Background: an optimization exercise with open tools, aiming at small area, a short achievable clock period and few clock cycles per item. Do not read the settings as production practice. Only simulation tests tie the RTL to the original design; equivalence was not proved. Power figures rest on the tool's default switching activity, not on a simulated workload.

### flow/run.sh
#!/bin/bash
# synth_recipe.tcl (not shown) runs the flow's synth.tcl, then flattens the netlist and writes it again
# the make line also repeats each setting of config.mk as NAME=value (left out here)
make -C /OpenROAD-flow-scripts/flow DESIGN_CONFIG=/design/flow/config.mk WORK_HOME=/design/flow/orfs CLKGATE_MAP_FILE= SYNTH_SCRIPT=/design/flow/synth_recipe.tcl finish
### flow/config.mk
export PLATFORM = sky130hd
export DESIGN_NAME = dsha256_ce
export DESIGN_NICKNAME = dsha256_ce
export VERILOG_FILES = /design/flow/design.v
export SDC_FILE = /design/flow/constraint.sdc
export NUM_CORES = 4
export LEC_CHECK = 0
export CAP_MARGIN = 20
export CORE_MARGIN = 2
export CORE_UTILIZATION = 40
export SLEW_MARGIN = 20
### flow/constraint.sdc
create_clock -name core_clock -period 10.0 [get_ports {clk}]
set_input_delay 2.0000 -clock core_clock [delete_from_list [all_inputs] [get_ports {clk}]]
set_output_delay 2.0000 -clock core_clock [all_outputs]
set_load 0.01 [all_outputs]
### flow/design.v
module dsha256_ce (
    input  wire        clk,
    input  wire        rst_n,       
    input  wire        cmd_valid,
    output wire        cmd_ready,
    input  wire [15:0] cmd,
    output wire        rsp_valid,
    input  wire        rsp_ready,
    output wire        rsp_err,
    output wire [31:0] rsp_data
);
    localparam [1:0] PH_IDLE = 2'd0, PH_ABSORB = 2'd1, PH_DONE = 2'd2, PH_FAULT = 2'd3;
    localparam [3:0] CAUSE_ILLOP = 4'd1, CAUSE_ILLFLD = 4'd2, CAUSE_SEQ = 4'd3,
                     CAUSE_LENOVF = 4'd4;
    localparam [3:0] OP_NOP = 4'h0, OP_INIT = 4'h1, OP_PUSH = 4'h2, OP_FINAL = 4'h3,
                     OP_RDTAG = 4'h4, OP_RDSTAT = 4'h5, OP_RST = 4'hF;
    localparam [255:0] IV = {32'h6a09e667, 32'hbb67ae85, 32'h3c6ef372, 32'ha54ff53a,
                             32'h510e527f, 32'h9b05688c, 32'h1f83d9ab, 32'h5be0cd19};
    localparam [3:0] S_IDLE   = 4'd0,   
                     S_EXEC   = 4'd1,   
                     S_RSP    = 4'd2,   
                     S_PAD    = 4'd3,   
                     S_LOAD   = 4'd4,   
                     S_ROUND  = 4'd5,   
                     S_ADD    = 4'd6,   
                     S_LENBLK = 4'd7,   
                     S_PASS2  = 4'd8,   
                     S_TAG    = 4'd9;   
    localparam [1:0] CM_PUSH  = 2'd0,   
                     CM_PAD1  = 2'd1,   
                     CM_LAST1 = 2'd2,   
                     CM_PASS2 = 2'd3;   
    reg [1:0]   phase;
    reg [255:0] hs;        
    reg [511:0] blk;       
    reg [5:0]   cnt;
    reg [60:0]  len;
    reg [31:0]  tag;
    reg [3:0]   cause;
    reg [15:0]  fcmd;
    reg [3:0]   state;
    reg [15:0]  cmd_q;
    reg         rsp_err_q;
    reg [31:0]  rsp_data_q;
    reg [1:0]   cmode;
    reg [31:0]  va, vb, vc, vd, ve, vf, vg, vh;
    reg [511:0] w;         
    reg [5:0]   t;
    assign cmd_ready = rst_n & (state == S_IDLE);
    assign rsp_valid = rst_n & (state == S_RSP);
    assign rsp_err   = rsp_err_q;
    assign rsp_data  = rsp_data_q;
    function [31:0] rotr;
        input [31:0] x;
        input [4:0]  n;
        rotr = (x >> n) | (x << (6'd32 - {1'b0, n}));
    endfunction
    wire [31:0] bsig0 = rotr(va, 5'd2)  ^ rotr(va, 5'd13) ^ rotr(va, 5'd22);
    wire [31:0] bsig1 = rotr(ve, 5'd6)  ^ rotr(ve, 5'd11) ^ rotr(ve, 5'd25);
    wire [31:0] ch    = (ve & vf) ^ (~ve & vg);
    wire [31:0] maj   = (va & vb) ^ (va & vc) ^ (vb & vc);
    wire [31:0] w0    = w[511:480];
    wire [31:0] w1    = w[479:448];
    wire [31:0] w9    = w[223:192];
    wire [31:0] w14   = w[63:32];
    wire [31:0] ssig0 = rotr(w1, 5'd7)   ^ rotr(w1, 5'd18)  ^ (w1 >> 3);
    wire [31:0] ssig1 = rotr(w14, 5'd17) ^ rotr(w14, 5'd19) ^ (w14 >> 10);
    wire [31:0] w_new = ssig1 + w9 + ssig0 + w0;
    reg  [31:0] k;
    always @(*) begin
        case (t)
            6'd0:  k = 32'h428a2f98; 6'd1:  k = 32'h71374491; 6'd2:  k = 32'hb5c0fbcf; 6'd3:  k = 32'he9b5dba5;
            6'd4:  k = 32'h3956c25b; 6'd5:  k = 32'h59f111f1; 6'd6:  k = 32'h923f82a4; 6'd7:  k = 32'hab1c5ed5;
            6'd8:  k = 32'hd807aa98; 6'd9:  k = 32'h12835b01; 6'd10: k = 32'h243185be; 6'd11: k = 32'h550c7dc3;
            6'd12: k = 32'h72be5d74; 6'd13: k = 32'h80deb1fe; 6'd14: k = 32'h9bdc06a7; 6'd15: k = 32'hc19bf174;
            6'd16: k = 32'he49b69c1; 6'd17: k = 32'hefbe4786; 6'd18: k = 32'h0fc19dc6; 6'd19: k = 32'h240ca1cc;
            6'd20: k = 32'h2de92c6f; 6'd21: k = 32'h4a7484aa; 6'd22: k = 32'h5cb0a9dc; 6'd23: k = 32'h76f988da;
            6'd24: k = 32'h983e5152; 6'd25: k = 32'ha831c66d; 6'd26: k = 32'hb00327c8; 6'd27: k = 32'hbf597fc7;
            6'd28: k = 32'hc6e00bf3; 6'd29: k = 32'hd5a79147; 6'd30: k = 32'h06ca6351; 6'd31: k = 32'h14292967;
            6'd32: k = 32'h27b70a85; 6'd33: k = 32'h2e1b2138; 6'd34: k = 32'h4d2c6dfc; 6'd35: k = 32'h53380d13;
            6'd36: k = 32'h650a7354; 6'd37: k = 32'h766a0abb; 6'd38: k = 32'h81c2c92e; 6'd39: k = 32'h92722c85;
            6'd40: k = 32'ha2bfe8a1; 6'd41: k = 32'ha81a664b; 6'd42: k = 32'hc24b8b70; 6'd43: k = 32'hc76c51a3;
            6'd44: k = 32'hd192e819; 6'd45: k = 32'hd6990624; 6'd46: k = 32'hf40e3585; 6'd47: k = 32'h106aa070;
            6'd48: k = 32'h19a4c116; 6'd49: k = 32'h1e376c08; 6'd50: k = 32'h2748774c; 6'd51: k = 32'h34b0bcb5;
            6'd52: k = 32'h391c0cb3; 6'd53: k = 32'h4ed8aa4a; 6'd54: k = 32'h5b9cca4f; 6'd55: k = 32'h682e6ff3;
            6'd56: k = 32'h748f82ee; 6'd57: k = 32'h78a5636f; 6'd58: k = 32'h84c87814; 6'd59: k = 32'h8cc70208;
            6'd60: k = 32'h90befffa; 6'd61: k = 32'ha4506ceb; 6'd62: k = 32'hbef9a3f7; default: k = 32'hc67178f2;
        endcase
    end
    wire [31:0] t1 = vh + bsig1 + ch + k + w0;
    wire [31:0] t2 = bsig0 + maj;
    wire [3:0] op    = cmd_q[15:12];
    wire [3:0] rsvd  = cmd_q[11:8];
    wire [7:0] imm   = cmd_q[7:0];
    wire       illop = (op >= 4'h6) && (op <= 4'hE);
    wire       illfld = !illop && ((rsvd != 4'd0) || ((op != OP_PUSH) && (imm != 8'd0)));
    reg [511:0] padded;
    integer i;
    always @(*) begin
        padded = blk;
        for (i = 0; i < 64; i = i + 1) begin
            if (i == cnt)
                padded[511 - 8*i -: 8] = 8'h80;
            else if (i > cnt)
                padded[511 - 8*i -: 8] = 8'h00;
        end
        if (cnt < 6'd56)
            padded[63:0] = {len, 3'b000};
    end
    wire [255:0] base = (cmode == CM_PASS2) ? IV : hs;
    always @(posedge clk) begin
        if (!rst_n) begin
            state <= S_IDLE;
            phase <= PH_IDLE;
            hs    <= 256'd0;
            blk   <= 512'd0;
            cnt   <= 6'd0;
            len   <= 61'd0;
            tag   <= 32'd0;
            cause <= 4'd0;
            fcmd  <= 16'd0;
        end else begin
            case (state)
                S_IDLE: begin
                    if (cmd_valid) begin
                        cmd_q <= cmd;
                        state <= S_EXEC;
                    end
                end
                S_EXEC: begin
                    rsp_err_q  <= 1'b0;
                    rsp_data_q <= 32'd0;
                    state      <= S_RSP;
                    if (illop || illfld) begin
                        rsp_err_q <= 1'b1;
                        if (phase != PH_FAULT) begin
                            phase <= PH_FAULT;
                            cause <= illop ? CAUSE_ILLOP : CAUSE_ILLFLD;
                            fcmd  <= cmd_q;
                        end
                    end else begin
                        case (op)
                            OP_NOP: ;
                            OP_RDSTAT: rsp_data_q <= {fcmd, 8'h00, cause, 2'b00, phase};
                            OP_RST: begin
                                phase <= PH_IDLE;
                                hs    <= 256'd0;
                                blk   <= 512'd0;
                                cnt   <= 6'd0;
                                len   <= 61'd0;
                                tag   <= 32'd0;
                                cause <= 4'd0;
                                fcmd  <= 16'd0;
                            end
                            OP_INIT: begin
                                if (phase == PH_FAULT) begin
                                    rsp_err_q <= 1'b1;
                                end else begin
                                    hs    <= IV;
                                    cnt   <= 6'd0;
                                    len   <= 61'd0;
                                    tag   <= 32'd0;
                                    phase <= PH_ABSORB;
                                end
                            end
                            OP_PUSH: begin
                                if (phase != PH_ABSORB) begin
                                    rsp_err_q <= 1'b1;
                                    if (phase != PH_FAULT) begin
                                        phase <= PH_FAULT;
                                        cause <= CAUSE_SEQ;
                                        fcmd  <= cmd_q;
                                    end
                                end else if (&len) begin
                                    rsp_err_q <= 1'b1;
                                    phase     <= PH_FAULT;
                                    cause     <= CAUSE_LENOVF;
                                    fcmd      <= cmd_q;
                                end else begin
                                    blk[511 - 8*cnt -: 8] <= imm;
                                    len <= len + 61'd1;
                                    if (cnt == 6'd63) begin
                                        cnt   <= 6'd0;
                                        cmode <= CM_PUSH;
                                        state <= S_LOAD;
                                    end else begin
                                        cnt <= cnt + 6'd1;
                                    end
                                end
                            end
                            OP_FINAL: begin
                                if (phase != PH_ABSORB) begin
                                    rsp_err_q <= 1'b1;
                                    if (phase != PH_FAULT) begin
                                        phase <= PH_FAULT;
                                        cause <= CAUSE_SEQ;
                                        fcmd  <= cmd_q;
                                    end
                                end else begin
                                    state <= S_PAD;
                                end
                            end
                            OP_RDTAG: begin
                                if (phase != PH_DONE) begin
                                    rsp_err_q <= 1'b1;
                                    if (phase != PH_FAULT) begin
                                        phase <= PH_FAULT;
                                        cause <= CAUSE_SEQ;
                                        fcmd  <= cmd_q;
                                    end
                                end else begin
                                    rsp_data_q <= tag;
                                end
                            end
                            default: ;
                        endcase
                    end
                end
                S_PAD: begin
                    blk   <= padded;
                    cmode <= (cnt >= 6'd56) ? CM_PAD1 : CM_LAST1;
                    state <= S_LOAD;
                end
                S_LOAD: begin
                    {va, vb, vc, vd, ve, vf, vg, vh} <= base;
                    w     <= blk;
                    t     <= 6'd0;
                    state <= S_ROUND;
                end
                S_ROUND: begin
                    vh <= vg;
                    vg <= vf;
                    vf <= ve;
                    ve <= vd + t1;
                    vd <= vc;
                    vc <= vb;
                    vb <= va;
                    va <= t1 + t2;
                    w  <= {w[479:0], w_new};
                    t  <= t + 6'd1;
                    if (t == 6'd63)
                        state <= S_ADD;
                end
                S_ADD: begin
                    hs <= {base[255:224] + va, base[223:192] + vb,
                           base[191:160] + vc, base[159:128] + vd,
                           base[127:96]  + ve, base[95:64]   + vf,
                           base[63:32]   + vg, base[31:0]    + vh};
                    case (cmode)
                        CM_PUSH:  state <= S_RSP;
                        CM_PAD1:  state <= S_LENBLK;
                        CM_LAST1: state <= S_PASS2;
                        default:  state <= S_TAG;
                    endcase
                end
                S_LENBLK: begin
                    blk   <= {448'd0, len, 3'b000};
                    cmode <= CM_LAST1;
                    state <= S_LOAD;
                end
                S_PASS2: begin
                    blk   <= {hs, 8'h80, 232'd0, 16'h0100};
                    cmode <= CM_PASS2;
                    state <= S_LOAD;
                end
                S_TAG: begin
                    tag   <= {hs[231:224], hs[239:232], hs[247:240], hs[255:248]};
                    cnt   <= 6'd0;
                    phase <= PH_DONE;
                    state <= S_RSP;
                end
                S_RSP: begin
                    if (rsp_ready)
                        state <= S_IDLE;
                end
                default: state <= S_IDLE;
            endcase
        end
    end
endmodule
==> impl_metrics.csv <==
group,metric,value,unit
status,status,"timing/DRC/antenna clean",
clocking,numCtsBuffers,198,
critical_path,rr_endpoint,"va[31]",
clocking,path_clk_slew,60,ps
sta,finalCriticalPeriod,9090,ps
critical_path,cp-end-kind,"flip-flop",
sta,hold_violations,0,
placement,gp_congestion,1.02,
critical_path,critical_path_buf_inv_count,5,
synth,synth_top_area_share,24.7,%
critical_path,path_depth,30,
critical_path,r2r_cells,30,
route,drt_wl_total,453,mm
synth,synth_seq_cells,1750,
layout,multi_input_area,53200,µm²
sta,rsz0062_at_grt,"false",
synth,synth_flop_cell,"dfxtp_1",
floorplanning,die_w,505,µm
sta,setup_violations,0,
synth,ys_types,106,
clocking,htree_levels,4,
critical_path,cpMaxStageDelayCell,"edfxtp_1",
power_and_ir_drop,p_leak,43.5,nW
critical_path,cp.required,10550,ps
critical_path,critical_path.max_stage_delay,590,ps
floorplanning,io_pins,55,
synth,synth_edf_count,825,
synth,yosysTopAreaCell,"edfxtp_1",
sta,setup_ws,910,ps
clocking,cts_resized,0,
run,cap_violations,0,
critical_path,startpoint_type,"flip-flop",
critical_path,r2r_setup_slack,910,ps
sta,fin_skew,104,ps
placement,io_buffers,54,
sta,fmaxAchievable,110,MHz
critical_path,crit_path_start,"ve[13]",
synth,synth_area,100000,µm²
clocking,cts_tree,"done",
sta,period_share,90.9,%
layout,drive_above_1_share,8.06,%
layout,num-fill-cells,24122,
sta,slew_violations,0,
synth,ys_warn_count,1,
placement,post-dp-hpwl,334,mm
grt,grt_max_degree,187,
critical_path,crit_type,"flip-flop to flip-flop",
clocking,cts_buffer_depth,3,
clocking,clkLatencyLatePin,900,ps
synth,synth.most_common_cell,"nand2_1",
clocking,cts_sinks,1750,
synth,synth_cells,11055,
layout,regArea,43300,µm²
clocking,cts_root_buf,"clkbuf_16",
grt,grt_pass1_wl,631,mm
grt,antenna_found_initial,35,
clocking,post_cts_buffers,0,
clocking,cts_hold_buf,0,
route,vias,87880,
grt,track_usage,34.4,%
synth,yosys-top-cells-count,"nand2_1 (2,308), dfxtp_1 (925), o21ai_0 (847), edfxtp_1 (825), a21oi_1 (661)",
route,via_per_inst,6.12,
power_and_ir_drop,cellPowerDensity,171,nW/µm²
sta,slew_headroom,15.7,%
layout,finalCoreUtilization,44.7,%
floorplanning,core,249000,µm²
critical_path,crit_family,"compound AO/OA/AOI/OAI gates",
route,dr.pass1.iters,9,
critical_path,critPathArrivalTime,9640,ps
synth,yosysSeqAreaShare,43.2,%
floorplanning,die_h,505,µm
synth,syn_area_per_cell,9.07,µm²
layout,fin_area,111000,µm²
critical_path,rr_startpoint,"ve[13]",
grt,grt_pass1_vias,82419,
floorplanning,die_area,255000,µm²
sta,tightestPinTransition,1260,ps
route,wl_per_cell,31.6,µm
hold_path,hp-class,"flip-flop to flip-flop",
critical_path,critical_path.max_fanout,6,
critical_path,crit_end,"va[31]",
sta,setup_tns,0,ps
grt,grt_overflow,0,
layout,layout.nets,11440,
floorplanning,initial_core_util,40.3,%
floorplanning,num_rows,183,
placement,post_dp_cell_area,104000,µm²
power_and_ir_drop,peakVddDrop,0.000189,V
route,first_iter_violations,12171,
layout,areaGrowthSynthToFinish,10.8,%
route,drc,0,
synth,synthArstFlopShare,0,%
synth,synth_area_leaders,"edfxtp_1 (25%), dfxtp_1 (18%), nand2_1 (8.6%)",
placement,place_ws,1090,ps
route,drtAntennaViolNets,0,
synth,syn_nets,11664,
==> where the power goes <==
group	internal (mW)	switching, mW
logic	1.17	2.42
registers	7.53	0.0795
clock network	4.43	3.37
==> layout make-up <==
cell class,count,area share [%]
Multi-Input combinational cell,8255,47.9
Sequential cell,1750,39.0
Clock buffer,282,5.12
Tap cell,3330,3.75
Timing Repair Buffer,224,1.77
Inverter,402,1.38
Clock inverter,93,1.11
Antenna cell,18,0.0405
==> state kept, by name (all words and copies together) (netlist names), 61 cells and up <==
register and count:
hs 256, len 61, blk 512, w 512
==> worst register-to-register path: cells and delay by family (launching register included) <==
kind,cells,cell delay [ps]
compound gates,13,3210
xor+xnor,5,1040
fa+ha+maj,6,2980
buf+inv,5,370
flops,1,590
simple gates,1,560
==> metal layers <==
layer	global-route usage (%)	up-vias	share of wire, %
met5	0	-	0.021
li1	-	38386	-
met2	50.3	5032	42
met1	45.9	43386	40
met4	23.1	14	8.0
met3	6.87	1062	9.9
==> worst min-delay path by stage <==
stage / slack, ps / to / cells after the start / startpoint
CTS: 450 / blk[160] / 2 / blk[160]
finish: 450 / tag[9] / 2 / tag[9]
global route: 470 / blk[444] / 2 / blk[444]
floorplan: 420 / blk[160] / 2 / blk[160]
global placement: 430 / blk[160] / 2 / blk[160]
detailed placement: 440 / blk[160] / 2 / blk[160]
==> placed cells by master (no fill, tap or decap), types with 50 or more instances in the layout <==
| master | netlist | routed |
|---|---|---|
| nor3_1 | 101 | 91 |
| a31oi_1 | 60 | 60 |
| nor2_1 | 620 | 609 |
| dfxtp_1 | 925 | 924 |
| xor2_1 | 270 | 270 |
| ha_1 | 394 | 391 |
| buf_4 | 4 | 159 |
| o211ai_1 | 76 | 76 |
| inv_1 | 399 | 398 |
| nand2b_1 | 192 | 192 |
| nand3_1 | 210 | 208 |
| fa_1 | 195 | 195 |
| nor2b_1 | 56 | 54 |
| a21o_1 | 205 | 204 |
| and2_1 | 168 | 162 |
| clkdlybuf4s50_1 | 0 | 53 |
| a22o_1 | 140 | 140 |
| clkbuf_1 | 562 | 50 |
| and3_1 | 52 | 52 |
| a21oi_1 | 661 | 659 |
| mux2_2 | 220 | 220 |
| a22oi_1 | 306 | 305 |
| nand2_1 | 2308 | 2296 |
| edfxtp_1 | 825 | 825 |
| o21ai_0 | 847 | 839 |
| clkbuf_16 | 0 | 205 |
| xnor2_1 | 373 | 373 |
==> cells by family (layout without fill, tap and decap cells) <==
family | after synthesis | after routing | synth area share [%]
multiplexers | 248 | 248 | 2.75
buffers and inverters | 1050 | 1001 | 4.13
AO/OA/AOI/OAI | 2852 | 2852 | 18.4
XOR/XNOR | 644 | 644 | 5.64
other | 0 | 18 | 0
flip-flops | 1750 | 1750 | 43.2
AND/OR/NAND/NOR | 3900 | 3900 | 16.8
adder cells (fa/ha/maj) | 611 | 611 | 9.03
==> per-stage QoR <==
| stage | power, mW | hold slack, ps | cells |
|---|---|---|---|
| 2_1_floorplan | 9.97 | 420 | 11055 |
| 3_3_place_gp | 11.2 | 431 | 13957 |
| 3_5_place_dp | 11.3 | 435 | 13958 |
| 4_1_cts | 19.0 | 449 | 14333 |
| 5_1_grt | 19.6 | 467 | 14338 |
| 6_report | 19.0 | 448 | 14354 |
Testbench counts, summed over its fixed seeds: cycles 83,212, messages 193.

-- re-timing with driven ports --
The flow's constraints put no driver on any port. The routed layout listed below was extracted and timed again, unchanged, in two steps. Step 1 assumes that a clkbuf_16 drives the clock port and a buf_2 every other input. Step 2 moves the port delays by t, midway between the first and last clock arrival at a register: inputs arrive t later, outputs are due t later. That takes back most of the time a late clock gives input paths. a / b / c = ideal / step 1 / step 2; a / b = the first two.
t, ns: 0.946
setup WS [ns]: 0.910 / 0.910 / 0.910
slew at the worst register clock pin (ns): 0.08 / 0.08
worst data-port slew with drivers (ns): 0.07
cell pins on the clock port's net: 1
After both steps this run still meets setup and hold. The setup slack of this run moves by 0.000 ns with the drivers and by 0.000 ns with both steps.
